From an optimization exercise on the open Yosys and OpenROAD flow, aimed at small area, a short achievable clock period and few clock cycles per item; shortcuts taken in it are not production practice. The RTL was checked by simulation tests, not by an equivalence proof against the original design. Power is estimated from default activity; no workload was simulated.

**run.sh**
```bash
#!/bin/bash
# synth_recipe.tcl (not shown) runs the flow's synth.tcl, then flattens the netlist and writes it again
# the make line also repeats each setting of config.mk as NAME=value (left out here)
make -C /OpenROAD-flow-scripts/flow DESIGN_CONFIG=/design/flow/config.mk WORK_HOME=/design/flow/orfs CLKGATE_MAP_FILE= SYNTH_SCRIPT=/design/flow/synth_recipe.tcl finish
```
**config.mk**
```make
export PLATFORM = sky130hd
export DESIGN_NAME = mwadd
export DESIGN_NICKNAME = mwadd
export VERILOG_FILES = /design/flow/design.v
export SDC_FILE = /design/flow/constraint.sdc
export NUM_CORES = 4
export LEC_CHECK = 0
export CAP_MARGIN = 20
export CORE_MARGIN = 2
export CORE_UTILIZATION = 25
export SLEW_MARGIN = 20
```
**design.v**
```verilog
module mwadd_decode (
    input  wire [191:0] bundle,
    output wire         invalid,
    output wire [1:0]   cls,       
    output wire         sgn,
    output wire [31:0]  exp,
    output wire [6:0]   pm1,       
    output wire [127:0] sig
);
    wire [63:0] hdr  = bundle[63:0];
    wire [23:0] prec = hdr[55:32];
    assign sig = bundle[191:64];
    assign cls = hdr[57:56];
    assign sgn = hdr[58];
    assign exp = hdr[31:0];
    assign pm1 = prec[6:0] - 7'd1;
    wire       prec_ok = (prec[23:8] == 16'd0) &&
                         (prec[7] ? (prec[6:0] == 7'd0) : (prec[6:0] != 7'd0));
    wire [1:0] nw      = pm1[6:5];
    wire [4:0] pad     = ~pm1[4:0];
    wire [3:0] wz;
    genvar k;
    generate
        for (k = 0; k < 4; k = k + 1) begin : g_wz
            assign wz[k] = (sig[32*k+31:32*k] == 32'd0);
        end
    endgenerate
    wire top_set = sig[{nw, 5'd31}];
    wire hi_zero = (nw == 2'd0) ? (wz[1] & wz[2] & wz[3]) :
                   (nw == 2'd1) ? (wz[2] & wz[3]) :
                   (nw == 2'd2) ? wz[3] : 1'b1;
    reg  [30:0] lowm;
    integer i;
    always @* begin
        for (i = 0; i < 31; i = i + 1)
            lowm[i] = (i < pad);
    end
    wire pad_zero = (sig[30:0] & lowm) == 31'd0;
    wire fin_ok   = prec_ok && top_set && hi_zero && pad_zero;
    wire spec_ok  = (exp == 32'd0) && (prec == 24'd0) && (&wz) && !(cls == 2'b11 && sgn);
    assign invalid = (hdr[63:59] != 5'd0) || ((cls == 2'b01) ? !fin_ok : !spec_ok);
endmodule
module mwadd_align (
    input  wire [31:0]  cmd,
    input  wire [191:0] x,
    input  wire [191:0] y,
    output reg          fix,       
    output reg  [2:0]   fst,       
    output reg  [1:0]   fcls,      
    output reg          sgn,       
    output wire [129:0] sum,       
    output wire         st_low,    
    output wire [31:0]  ea,
    output wire [6:0]   ptm1,      
    output wire [2:0]   mode,
    output reg  [2:0]   regime
);
    wire [3:0]  opc = cmd[3:0];
    wire [2:0]  rm  = cmd[6:4];
    wire [23:0] tp  = cmd[31:8];
    wire illegal = (opc >= 4'd4) || cmd[7] || (rm >= 3'd6) ||
                   (opc[0] && rm != 3'd0) || (opc[1] && tp != 24'd0);
    wire badprec = !opc[1] && (tp == 24'd0 || tp > 24'd128);
    wire         x_inv, y_inv;
    wire [1:0]   x_cls, y_cls;
    wire         x_sgn, y_sgn;
    wire [31:0]  x_exp, y_exp;
    wire [6:0]   x_pm1, y_pm1;
    wire [127:0] x_sig, y_sig;
    mwadd_decode u_dx (.bundle(x), .invalid(x_inv), .cls(x_cls), .sgn(x_sgn),
                       .exp(x_exp), .pm1(x_pm1), .sig(x_sig));
    mwadd_decode u_dy (.bundle(y), .invalid(y_inv), .cls(y_cls), .sgn(y_sgn),
                       .exp(y_exp), .pm1(y_pm1), .sig(y_sig));
    wire x_fin = (x_cls == 2'b01);
    wire y_fin = (y_cls == 2'b01);
    wire both_fin = x_fin && y_fin;
    wire [6:0] x_ppm1 = x_fin ? x_pm1 : 7'd0;
    wire [6:0] y_ppm1 = y_fin ? y_pm1 : 7'd0;
    assign ptm1 = opc[1] ? ((x_ppm1 > y_ppm1) ? x_ppm1 : y_ppm1) : (tp[6:0] - 7'd1);
    assign mode = opc[0] ? 3'd0 : rm;
    wire [32:0] dxy  = {x_exp[31], x_exp} - {y_exp[31], y_exp};
    wire        ygt  = dxy[32];
    wire        swap = both_fin ? ygt : y_fin;
    wire [32:0] dabs = ygt ? (33'd0 - dxy) : dxy;
    wire        far  = (dabs[32:8] != 25'd0) || (dabs[7:0] > 8'd129);
    wire [127:0] a_raw = swap ? y_sig : x_sig;
    wire [6:0]   a_pm1 = swap ? y_pm1 : x_pm1;
    wire [127:0] b_raw = swap ? x_sig : y_sig;
    wire [6:0]   b_pm1 = swap ? x_pm1 : y_pm1;
    assign ea = swap ? y_exp : x_exp;
    wire a_sgn = swap ? y_sgn : x_sgn;
    wire [127:0] a_left = a_raw << {~a_pm1[6:5], 5'd0};
    wire [127:0] b_left = b_raw << {~b_pm1[6:5], 5'd0};
    reg [128:0] v;
    reg         stk;
    integer k;
    always @* begin
        v   = {b_left, 1'b0};
        stk = 1'b0;
        for (k = 7; k >= 0; k = k - 1) begin
            if (dabs[k]) begin
                stk = stk | ((v & ((129'd1 << (1 << k)) - 129'd1)) != 129'd0);
                v   = v >> (1 << k);
            end
        end
    end
    wire [128:0] b_frame = (!both_fin || far) ? 129'd0 : v;
    assign st_low = both_fin && (far || stk);
    assign sum = {1'b0, a_left, 1'b0} + {1'b0, b_frame};
    always @* begin
        fix  = 1'b1;
        fst  = 3'd0;
        fcls = 2'b00;
        sgn  = 1'b0;
        if (illegal) begin
            fst = 3'd1;
        end else if (badprec) begin
            fst = 3'd2;
        end else if (x_inv || y_inv) begin
            fst = 3'd3;
        end else if (x_cls == 2'b11 || y_cls == 2'b11) begin
            fcls = 2'b11;
        end else if (x_cls == 2'b10 && y_cls == 2'b10) begin
            fcls = (x_sgn == y_sgn) ? 2'b10 : 2'b11;
            sgn  = (x_sgn == y_sgn) && x_sgn;
        end else if (x_cls == 2'b10) begin
            fcls = 2'b10;
            sgn  = x_sgn;
        end else if (y_cls == 2'b10) begin
            fcls = 2'b10;
            sgn  = y_sgn;
        end else if (x_cls == 2'b00 && y_cls == 2'b00) begin
            sgn  = (x_sgn == y_sgn) ? x_sgn : (mode == 3'd1);
        end else if (both_fin && x_sgn != y_sgn) begin
            fst = 3'd6;
        end else begin
            fix = 1'b0;
            sgn = a_sgn;
        end
    end
    always @* begin
        if (!(both_fin && x_pm1 == y_pm1 && x_pm1 == ptm1)) regime = 3'd7;
        else if (ptm1 < 7'd31)                              regime = 3'd1;
        else if (ptm1 == 7'd31)                             regime = 3'd2;
        else if (ptm1 < 7'd63)                              regime = 3'd3;
        else if (ptm1 == 7'd63)                             regime = 3'd4;
        else if (ptm1 < 7'd95)                              regime = 3'd5;
        else                                                regime = 3'd6;
    end
endmodule
module mwadd_round (
    input  wire         fix,
    input  wire [2:0]   fst,
    input  wire [1:0]   fcls,
    input  wire         sgn,
    input  wire [129:0] sum,
    input  wire         st_low,
    input  wire [31:0]  ea,
    input  wire [6:0]   ptm1,
    input  wire [2:0]   mode,
    input  wire [2:0]   regime,
    output wire [31:0]  rword,
    output wire [191:0] z
);
    wire       carry = sum[129];
    wire [1:0] nwt   = ptm1[6:5];       
    wire [4:0] rt    = ~ptm1[4:0];      
    wire [1:0] s     = ~nwt;            
    wire [129:0] sc  = carry ? {1'b0, sum[129:1]} : sum;
    wire [129:0] yv  = sc >> {s, 5'd0};
    wire         out_c = carry & sum[0];
    wire [2:0]   wnz;
    assign wnz[0] = sc[31:0]  != 32'd0;
    assign wnz[1] = sc[63:32] != 32'd0;
    assign wnz[2] = sc[95:64] != 32'd0;
    wire out_w = (s == 2'd0) ? 1'b0 :
                 (s == 2'd1) ? wnz[0] :
                 (s == 2'd2) ? (wnz[0] | wnz[1]) : (|wnz);
    reg [31:0] lowm;    
    integer i;
    always @* begin
        for (i = 0; i < 32; i = i + 1)
            lowm[i] = (i < rt);
    end
    wire rb  = yv[rt];
    wire lsb = yv[rt + 6'd1];
    wire sb  = ((yv[31:0] & lowm) != 32'd0) || out_c || out_w || st_low;
    wire inexact = rb | sb;
    reg inc;
    always @* begin
        case (mode)
            3'd0:    inc = rb && (sb || lsb);
            3'd1:    inc = inexact && sgn;
            3'd2:    inc = inexact && !sgn;
            3'd4:    inc = inexact;
            default: inc = 1'b0;
        endcase
    end
    wire [128:0] rounded = {1'b0, yv[128:33], yv[32:1] | lowm} + {128'd0, inc};
    wire         ovf     = rounded[{nwt + 3'd1, 5'd0}];
    reg [127:0] zsig;
    always @* begin
        zsig = {rounded[127:32], rounded[31:0] & ~lowm};
        zsig[{nwt, 5'd31}] = 1'b1;
        if (nwt != 2'd3) zsig[{nwt + 2'd1, 5'd0}] = 1'b0;
    end
    wire [32:0] e1 = {ea[31], ea} + {32'd0, carry};
    wire [32:0] e2 = e1 + {32'd0, ovf};
    wire exp_ovf = !e2[32] && e2[31];
    wire [3:0] st = fix ? {1'b0, fst} :
                    (mode == 3'd5 && inexact) ? 4'd4 :
                    exp_ovf ? 4'd5 : 4'd0;
    wire ok = !fix && st == 4'd0;
    wire [1:0] ord = !inexact ? 2'b00 : ((inc == !sgn) ? 2'b01 : 2'b11);
    wire [7:0] pt  = {1'b0, ptm1} + 8'd1;
    assign rword = ok ? {20'd0, inc, sb, rb, regime, ord, 4'd0} : {28'd0, st};
    assign z = ok  ? {zsig, 5'd0, sgn, 2'b01, 16'd0, pt, e2[31:0]} :
               fix ? {133'd0, sgn, fcls, 56'd0} : 192'd0;
endmodule
module mwadd (
    input  wire         clk,
    input  wire         rst,
    input  wire         req_valid,
    output wire         req_ready,
    input  wire [31:0]  req_cmd,
    input  wire [191:0] req_x,
    input  wire [191:0] req_y,
    output wire         rsp_valid,
    input  wire         rsp_ready,
    output wire [31:0]  rsp_word,
    output wire [191:0] rsp_z
);
    reg busy;
    wire         fix_d, sgn_d, st_low_d;
    wire [2:0]   fst_d, mode_d, regime_d;
    wire [1:0]   fcls_d;
    wire [129:0] sum_d;
    wire [31:0]  ea_d;
    wire [6:0]   ptm1_d;
    mwadd_align u_align (
        .cmd(req_cmd), .x(req_x), .y(req_y),
        .fix(fix_d), .fst(fst_d), .fcls(fcls_d), .sgn(sgn_d),
        .sum(sum_d), .st_low(st_low_d), .ea(ea_d), .ptm1(ptm1_d),
        .mode(mode_d), .regime(regime_d));
    reg         fix_q, sgn_q, st_low_q;
    reg [2:0]   fst_q, mode_q, regime_q;
    reg [1:0]   fcls_q;
    reg [129:0] sum_q;
    reg [31:0]  ea_q;
    reg [6:0]   ptm1_q;
    always @(posedge clk) begin
        if (rst)
            busy <= 1'b0;
        else if (!busy)
            busy <= req_valid;
        else if (rsp_ready)
            busy <= 1'b0;
    end
    always @(posedge clk) begin
        if (!busy) begin
            fix_q    <= fix_d;
            fst_q    <= fst_d;
            fcls_q   <= fcls_d;
            sgn_q    <= sgn_d;
            sum_q    <= sum_d;
            st_low_q <= st_low_d;
            ea_q     <= ea_d;
            ptm1_q   <= ptm1_d;
            mode_q   <= mode_d;
            regime_q <= regime_d;
        end
    end
    mwadd_round u_round (
        .fix(fix_q), .fst(fst_q), .fcls(fcls_q), .sgn(sgn_q),
        .sum(sum_q), .st_low(st_low_q), .ea(ea_q), .ptm1(ptm1_q),
        .mode(mode_q), .regime(regime_q),
        .rword(rsp_word), .z(rsp_z));
    assign req_ready = !busy && !rst;
    assign rsp_valid = busy && !rst;
endmodule
```
**constraint.sdc**
```tcl
create_clock -name core_clock -period 34.0 [get_ports {clk}]
set_input_delay 6.8000 -clock core_clock [delete_from_list [all_inputs] [get_ports {clk}]]
set_output_delay 6.8000 -clock core_clock [all_outputs]
set_load 0.01 [all_outputs]
```
==> flow_summary.yaml, run 1 <==
run_status:
  outcome: "complete, no violations"
placed_design:
  place.gp.congestion: 1.11
  io_buffers: 603
  dp_slack_ns: 13.72
  dpl.cell_count: 10400
  dp_hpwl_um: 359000
clock_network:
  numCtsBuffers: 17
  worst_skew_pair.late_latency_ns: 0.47
  ctsHoldBuffers: 0
  cts_sinks: 184
  cts_buffer_depth: 2
  clk_pin_slew_ns: 0.08
  post-cts-setup-buffers: 0
  post_cts_resized: 0
  root_buffer: "clkbuf_16"
  cts_tree: "built"
  htreeDepth: 4
setup_path:
  startpoint_type: "flop"
  arrival_ns: 13.85
  max_stage_delay_ns: 0.75
  critical-path-top-delay-family: "simple AND/OR/NAND/NOR gates"
  crit_fanout: 159
  worst_path_max_delay_cell: "mux4_2"
  endpoint_kind: "output pin"
  crit_buf_inv: 6
  worstSetupPathType: "flop to output pin"
  worstPathRequired_ns: 27.20
  path_common_cell: "nand2_1"
detailed_routing:
  vias: 69100
  drc_errors: 0
  drtPass1Iterations: 7
  routed_wirelength_um: 448000
  initialDrtViolationCount: 10200
  vias_per_cell: 6.57
  antenna_left: 0
  wire_per_inst_um: 42.6
cells_and_area:
  drive_gt1_share_pct: 9.20
  area_growth_syn_to_layout_pct: 20.0
  fillers: 22400
  final_net_count: 8372
  instances_no_fill: 10500
sta:
  fin_tns_setup_ns: 0
  final.period_utilization_pct: 60.7
  worst_pin_slew_ns: 1.43
  rsz0062_at_grt: "false"
  min_period_ns: 20.65
  timing.max_slew.rel_slack_pct: 4.52
  worst_slack_ns: 13.35
  finalSetupViolCount: 0
  hold_violations: 0
  fin_skew_ns: 0.0161
  slew_viol_final: 0
  max_freq_mhz: 48.4
yosys:
  synth.avg_cell_area_um2: 6.84
  synth_top_cell_by_area: "edfxtp_1"
  async_flop_share_pct: 0
  yosysWarnings: 4
  seq_area_frac_synth_pct: 10.8
  netlist_instances: 7478
  synth_common_cells: "1177 x nand2_1, 663 x nor2_1, 510 x a21oi_1"
  synth_ff_type: "edfxtp_1"
  synth_edf_count: 183
  synth.distinct_cells: 127
  synth_area_um2: 51100
  yosysTopAreaCellShare_pct: 10.7
  yosysMostFrequentCell: "nand2_1"
  synth_seq_cells: 184
  synthTopCellsByArea: "edfxtp_1 11%, nand2_1 8.6%, mux2i_1 8.5%, a21oi_1 5.0%, nor2_1 4.9%"
global_routing:
  antenna_found_initial: 63
  grt_max_degree: 160
  grt_pass1_vias: 63800
  overflow: 0
  grt_pass1_wl_um: 594000
  grtUsageTotal_pct: 41.3
floorplanning:
  die_area_um2: 208000
  num_rows: 166
  core-area_um2: 204000
  fp.dieW_um: 456
  ios: 646
  die_y_um: 456
  start_util_pct: 25.1
power_and_ir_drop:
  p_per_area_nw_per_um2: 43.0
  vdd_ir_drop_max_mv: 0.0306
  p_total_w: 0.00264
  leakage_nw: 23.1
run:
  cap_violations: 0
min_path:
  min_path_type: "flop to flop"
## cell families (layout without fill, tap and decap cells)
family	Yosys count	count (layout)	share of synthesized area, %
AND/OR/NAND/NOR	3325	3325	30.8
AO/OA/AOI/OAI	2007	2007	25.6
buffers and inverters	785	1050	6.68
multiplexers	661	661	15.9
XOR/XNOR	333	333	5.72
flip-flops	184	184	10.8
adder cells (fa/ha/maj)	182	182	4.49
other	1	80	0.00733
## tightest hold or removal path: cells and delay by family (launching register included)
family          cells  cell delay, ns
buf+inv             1            0.39
compound gates      1            0.13
simple gates        1            0.07
flops               1            0.34
## stage by stage
step | utilization (%) | cell area [um^2] | hold WS (ns)
floorplan | - | 51300 | 2.96
global placement | 29.6 | 60400 | 0.965
detailed placement | 29.6 | 60400 | 0.992
CTS | 29.9 | 61100 | 1.01
global route | 30.1 | 61300 | 1.06
finish | 30.1 | 61400 | 0.977
## routing by layer
layer	up-vias	GRT usage, %	part of all wire [%]
met3	1380	11.7	10
li1	28400	-	-
met1	34000	50.2	38
met5	-	0	0.037
met4	24	34.3	9.9
met2	5328	60.1	41
## final cells by class
| type | count | area, um^2 | share of cell area, % |
|---|---|---|---|
| timing repair buffer | 892 | 8370 | 13.6 |
| inverter | 126 | 478 | 0.779 |
| multi-input combinational | 6550 | 42900 | 69.9 |
| tap | 2688 | 3360 | 5.48 |
| antenna | 38 | 95.1 | 0.155 |
| clock buffer | 17 | 425 | 0.693 |
| clock inverter | 15 | 218 | 0.355 |
| sequential | 184 | 5520 | 8.99 |
## power breakdown
group          switching [W]  leakage, nW  internal (W)
clock               0.000111        0.309      0.000104
sequential         0.0000700         1.95      0.000290
combinational        0.00147         20.8      0.000593
total                0.00165         23.1      0.000987
## path summary, 6_finish.rpt
kind / from / end / slack, ns / cells after the start
max: sum_q[129] / rsp_z[174] / 13.35 / 35
min: busy / busy / 0.98 / 3
max reg2reg: busy / ea_q[25] / 31.25 / 3
min reg2reg: busy / busy / 0.98 / 3
## cells in the final DEF, fill, tap and decap left out, types with 116 or more instances in the layout
cell,n
a21oi_1,497
mux2i_1,432
nand4_1,125
nand2_1,1170
nor4_1,170
buf_4,270
nor3_1,200
nand3_1,477
xor2_1,134
clkdlybuf4s50_1,600
nor2_1,657
mux2_2,116
o21ai_0,463
xnor2_1,189
edfxtp_1,183
ha_1,177
inv_1,121
## sequential cells by signal, summed over array words and instances (netlist names)
register,count
busy,1
ea_q,32
fcls_q,2
fix_q,1
fst_q,3
mode_q,3
ptm1_q,7
regime_q,3
sgn_q,1
st_low_q,1
sum_q,130
Testbench counts, summed over its fixed seeds: cycles 64,000, items 32,000.
==> run 2, diff against run 1 <==
--- a/design.v
+++ b/design.v
@@ -78,19 +78,32 @@
     wire [6:0] y_ppm1 = y_fin ? y_pm1 : 7'd0;
     assign ptm1 = opc[1] ? ((x_ppm1 > y_ppm1) ? x_ppm1 : y_ppm1) : (tp[6:0] - 7'd1);
     assign mode = opc[0] ? 3'd0 : rm;
+    reg [31:0] cg, ce;
+    integer j, lv;
+    always @* begin
+        for (j = 0; j < 32; j = j + 1) begin
+            cg[j] = (j == 31) ? (x_exp[j] & ~y_exp[j]) : (y_exp[j] & ~x_exp[j]);
+            ce[j] = ~(x_exp[j] ^ y_exp[j]);
+        end
+        for (lv = 1; lv < 32; lv = lv * 2)
+            for (j = 0; j < 32; j = j + 2 * lv) begin
+                cg[j] = cg[j + lv] | (ce[j + lv] & cg[j]);
+                ce[j] = ce[j + lv] & ce[j];
+            end
+    end
+    wire        ygt  = cg[0];
+    wire        swap = both_fin ? ygt : y_fin;
     wire [32:0] dxy  = {x_exp[31], x_exp} - {y_exp[31], y_exp};
-    wire        ygt  = dxy[32];
-    wire        swap = both_fin ? ygt : y_fin;
-    wire [32:0] dabs = ygt ? (33'd0 - dxy) : dxy;
-    wire        far  = (dabs[32:8] != 25'd0) || (dabs[7:0] > 8'd129);
-    wire [127:0] a_raw = swap ? y_sig : x_sig;
-    wire [6:0]   a_pm1 = swap ? y_pm1 : x_pm1;
-    wire [127:0] b_raw = swap ? x_sig : y_sig;
-    wire [6:0]   b_pm1 = swap ? x_pm1 : y_pm1;
+    wire [7:0]  dyx  = y_exp[7:0] - x_exp[7:0];
+    wire [7:0]  dabs = ygt ? dyx : dxy[7:0];
+    wire        far  = ygt ? !(dxy[31:8] == 24'hFFFFFF && dxy[7:0] >= 8'h7F)
+                           : (dxy[31:8] != 24'd0 || dxy[7:0] > 8'd129);
+    wire [127:0] x_left = x_sig << {~x_pm1[6:5], 5'd0};
+    wire [127:0] y_left = y_sig << {~y_pm1[6:5], 5'd0};
+    wire [127:0] a_left = swap ? y_left : x_left;
+    wire [127:0] b_left = swap ? x_left : y_left;
     assign ea = swap ? y_exp : x_exp;
     wire a_sgn = swap ? y_sgn : x_sgn;
-    wire [127:0] a_left = a_raw << {~a_pm1[6:5], 5'd0};
-    wire [127:0] b_left = b_raw << {~b_pm1[6:5], 5'd0};
     reg [128:0] v;
     reg         stk;
     integer k;
@@ -196,17 +209,34 @@
             default: inc = 1'b0;
         endcase
     end
-    wire [128:0] rounded = {1'b0, yv[128:33], yv[32:1] | lowm} + {128'd0, inc};
-    wire         ovf     = rounded[{nwt + 3'd1, 5'd0}];
+    wire [127:0] t = {yv[128:33], yv[32:1] | lowm};
+    reg  [127:0] pa;    
+    integer k, lv2;
+    always @* begin
+        pa = t;
+        for (lv2 = 1; lv2 < 128; lv2 = lv2 * 2)
+            for (k = 2 * lv2 - 1; k < 128; k = k + 2 * lv2)
+                pa[k] = pa[k] & pa[k - lv2];
+        for (lv2 = 32; lv2 >= 1; lv2 = lv2 / 2)
+            for (k = 3 * lv2 - 1; k < 128; k = k + 2 * lv2)
+                pa[k] = pa[k] & pa[k - lv2];
+    end
+    wire [127:0] flip = {pa[126:0], 1'b1} & {128{inc}};
+    wire [127:0] rounded = t ^ flip;
+    wire allones = pa[{nwt, 5'd31}];
+    wire ovf = inc & allones;
     reg [127:0] zsig;
     always @* begin
         zsig = {rounded[127:32], rounded[31:0] & ~lowm};
         zsig[{nwt, 5'd31}] = 1'b1;
         if (nwt != 2'd3) zsig[{nwt + 2'd1, 5'd0}] = 1'b0;
     end
-    wire [32:0] e1 = {ea[31], ea} + {32'd0, carry};
-    wire [32:0] e2 = e1 + {32'd0, ovf};
-    wire exp_ovf = !e2[32] && e2[31];
+    wire [31:0] ea1 = ea + 32'd1;
+    wire [31:0] ea2 = ea + 32'd2;
+    wire [31:0] eres = (carry & ovf) ? ea2 : (carry | ovf) ? ea1 : ea;
+    wire ea_max  = (ea == 32'h7FFF_FFFF);
+    wire ea_max1 = (ea == 32'h7FFF_FFFE);
+    wire exp_ovf = (ea_max & (carry | ovf)) | (ea_max1 & carry & ovf);
     wire [3:0] st = fix ? {1'b0, fst} :
                     (mode == 3'd5 && inexact) ? 4'd4 :
                     exp_ovf ? 4'd5 : 4'd0;
@@ -214,7 +244,7 @@
     wire [1:0] ord = !inexact ? 2'b00 : ((inc == !sgn) ? 2'b01 : 2'b11);
     wire [7:0] pt  = {1'b0, ptm1} + 8'd1;
     assign rword = ok ? {20'd0, inc, sb, rb, regime, ord, 4'd0} : {28'd0, st};
-    assign z = ok  ? {zsig, 5'd0, sgn, 2'b01, 16'd0, pt, e2[31:0]} :
+    assign z = ok  ? {zsig, 5'd0, sgn, 2'b01, 16'd0, pt, eres} :
                fix ? {133'd0, sgn, fcls, 56'd0} : 192'd0;
 endmodule
 module mwadd (
--- a/config.mk
+++ b/config.mk
@@ -7,5 +7,5 @@
 export LEC_CHECK = 0
 export CAP_MARGIN = 20
 export CORE_MARGIN = 2
-export CORE_UTILIZATION = 25
+export CORE_UTILIZATION = 50
 export SLEW_MARGIN = 20
==> run 2 against run 1 <==
  * Flip-flop and latch count unchanged
  * Worst setup slack better by 1.3 ns
  * Via count down 13%
  * Global-route usage up 13 points
  * Area after synthesis down 5.2%
==> flow_summary.yaml, run 2 <==
yosys:
  synthTopCellsByArea: "edfxtp_1 11%, mux2i_1 10%, mux4_2 7.0%, nand2_1 6.1%, ha_1 5.4%"
  synth_seq_cells: 184
  yosysWarnings: 4
  synth_top_cell_by_area: "edfxtp_1"
  seq_area_frac_synth_pct: 11.4
  synth_area_um2: 48500
  async_flop_share_pct: 0
  synth_ff_type: "edfxtp_1"
  netlist_instances: 6508
  yosysTopAreaCellShare_pct: 11.3
  synth_edf_count: 183
  synth.avg_cell_area_um2: 7.45
  yosysMostFrequentCell: "nand2_1"
  synth_common_cells: "794 x nand2_1, 584 x nor2_1, 495 x mux2i_1"
  synth.distinct_cells: 123
floorplanning:
  die_y_um: 315
  fp.dieW_um: 315
  core-area_um2: 96400
  num_rows: 114
  start_util_pct: 50.3
  die_area_um2: 99500
  ios: 646
sta:
  worst_slack_ns: 14.68
  finalSetupViolCount: 0
  slew_viol_final: 0
  final.period_utilization_pct: 56.8
  timing.max_slew.rel_slack_pct: 6.48
  fin_skew_ns: 0.0188
  fin_tns_setup_ns: 0
  rsz0062_at_grt: "false"
  max_freq_mhz: 51.8
  worst_pin_slew_ns: 1.40
  hold_violations: 0
  min_period_ns: 19.32
setup_path:
  endpoint_kind: "flop"
  startpoint_type: "input port"
  worst_path_max_delay_cell: "mux2i_2"
  crit_fanout: 124
  max_stage_delay_ns: 1.07
  worstPathRequired_ns: 34.29
  arrival_ns: 19.61
  worstSetupPathType: "input port to flop"
placed_design:
  dp_hpwl_um: 227000
  place.gp.congestion: 1.13
  io_buffers: 603
  dp_slack_ns: 15.16
detailed_routing:
  routed_wirelength_um: 282000
  drc_errors: 0
  drtPass1Iterations: 9
  initialDrtViolationCount: 11200
  antenna_left: 0
  vias: 59800
  vias_per_cell: 7.42
  wire_per_inst_um: 35.0
global_routing:
  antenna_found_initial: 40
  grt_pass1_wl_um: 392000
  grt_max_degree: 198
  grt_pass1_vias: 54300
  overflow: 0
  grtUsageTotal_pct: 54.3
clock_network:
  post_cts_resized: 0
  cts_tree: "built"
  cts_buffer_depth: 2
  post-cts-setup-buffers: 0
  htreeDepth: 4
  numCtsBuffers: 17
  worst_skew_pair.late_latency_ns: 0.50
  clk_pin_slew_ns: 0.08
  cts_sinks: 184
  ctsHoldBuffers: 0
  root_buffer: "clkbuf_16"
run_status:
  outcome: "complete, no violations"
cells_and_area:
  area_growth_syn_to_layout_pct: 14.3
  drive_gt1_share_pct: 9.65
  mostFrequentLayoutCell: "nand2_1"
  largest_reg_flops: 130
  layout_common_cells: "792 x nand2_1, 603 x clkdlybuf4s50_1, 581 x nor2_1"
  final_net_count: 7368
  largestRegisters: "sum_q (130), ea_q (32), ptm1_q (7)"
  largest_register: "sum_q"
power_and_ir_drop:
  leakage_nw: 21.6
  vdd_ir_drop_max_mv: 0.0389
  p_per_area_nw_per_um2: 35.5
min_path:
  min_path_type: "flop to flop"
run:
  cap_violations: 0
==> run 2: cell count changes in the layout (fill, tap and decap cells not counted), sizes merged, moves of 40 or more <==
cell and delta:
o21ai -151, o211ai -51, buf -176, nand3 -283, mux2i +64, nor2 -80
nand2 -382, mux4 +40, mux2 +63
==> run 2: worst paths after layout <==
check	from	to	slack, ns	cells past startpoint
worst max-delay path	req_x[3]	sum_q[124]	14.68	34
worst max register to register	busy	ea_q[10]	31.13	3
worst min-delay path	busy	sum_q[78]	0.83	1
worst min register to register	busy	sum_q[78]	0.83	1
==> run 2: critical path, delay by kind of cell <==
kind / cells / cell delay [ns]
AO/OA/AOI/OAI: 21 / 7.01
adder cells (fa/ha/maj): 2 / 0.70
buffers and inverters: 5 / 2.52
multiplexers: 2 / 1.24
AND/OR/NAND/NOR: 4 / 1.07
==> run 2: logic make-up after synthesis <==
group | synth area share [%]
AND/OR/NAND/NOR | 25.1
other | 0.00773
flip-flops | 11.4
adder cells (fa/ha/maj) | 5.56
XOR/XNOR | 5.54
multiplexers | 21.5
AO/OA/AOI/OAI | 24.2
buffers and inverters | 6.77
==> run 2: per-stage QoR <==
stage	hold WS [ns]	total power, W	utilization (%)	cells	instance area, um^2
2_1_floorplan	2.96	0.00118	-	6549	48700
3_3_place_gp	0.800	0.00165	56.8	7992	54700
3_5_place_dp	0.824	0.00166	56.8	7992	54700
4_1_cts	0.831	0.00186	57.3	8024	55300
5_1_grt	0.865	0.00200	57.4	8035	55400
6_report	0.829	0.00197	57.5	8058	55400
==> run 2: layout make-up <==
| class | instances | area [um^2] |
|---|---|---|
| timing repair buffer | 716 | 6920 |
| multi-input combinational | 5654 | 40100 |
| tap | 1276 | 1600 |
| clock inverter | 13 | 128 |
| antenna | 34 | 85.1 |
| clock buffer | 19 | 443 |
| inverter | 162 | 613 |
| fill | 8941 | 41000 |
| sequential | 184 | 5520 |
==> run 2: metal layers <==
| metal | vias up | wire, um | track usage (%) |
|---|---|---|---|
| met3 | 1403 | 44600 | 25.5 |
| met5 | - | 475 | 2.60 |
| met2 | 5372 | 112000 | 76.7 |
| met4 | 30 | 26000 | 39.0 |
| li1 | 24900 | - | - |
| met1 | 28100 | 98800 | 64.1 |
==> run 2: power breakdown <==
| part | total [W] | switching [W] | internal (W) | leakage [nW] |
|---|---|---|---|---|
| registers | 0.000349 | 0.0000657 | 0.000284 | 1.95 |
| logic | 0.00142 | 0.000941 | 0.000478 | 19.4 |
| clock network | 0.000200 | 0.000101 | 0.0000988 | 0.272 |
| total | 0.00197 | 0.00111 | 0.000861 | 21.6 |
Testbench counts of run 2, summed over its fixed seeds: cycles 64,000, items 32,000.

[re-timing with driven ports]
No port has a modelled driver above. Below, the same layouts with a new extraction and two added sets of constraints.
Step 1: set_driving_cell puts a clkbuf_16 on clk and a buf_2 on each other input, an assumption about the parent block.
Step 2 times the ports against the registers' clock, not the clock port: input delays grow and output delays shrink by t, the midpoint of the rising clock arrivals with the driver on.
Three values: ideal ports, drivers, drivers and shift; two values: the first two.
run	shift t [ns]	setup slack, ns	clock arrival spread, ns	worst data-port slew with drivers (ns)
run 1	0.538	13.354 / 13.285 / 13.823	0.022 / 0.022	0.14
run 2	0.573	14.679 / 14.716 / 14.144	0.027 / 0.027	0.16
After both steps setup and hold are still met in every run listed. The setup slack of run 2, which loses most, moves by +0.037 ns with the drivers and by -0.535 ns with both steps.
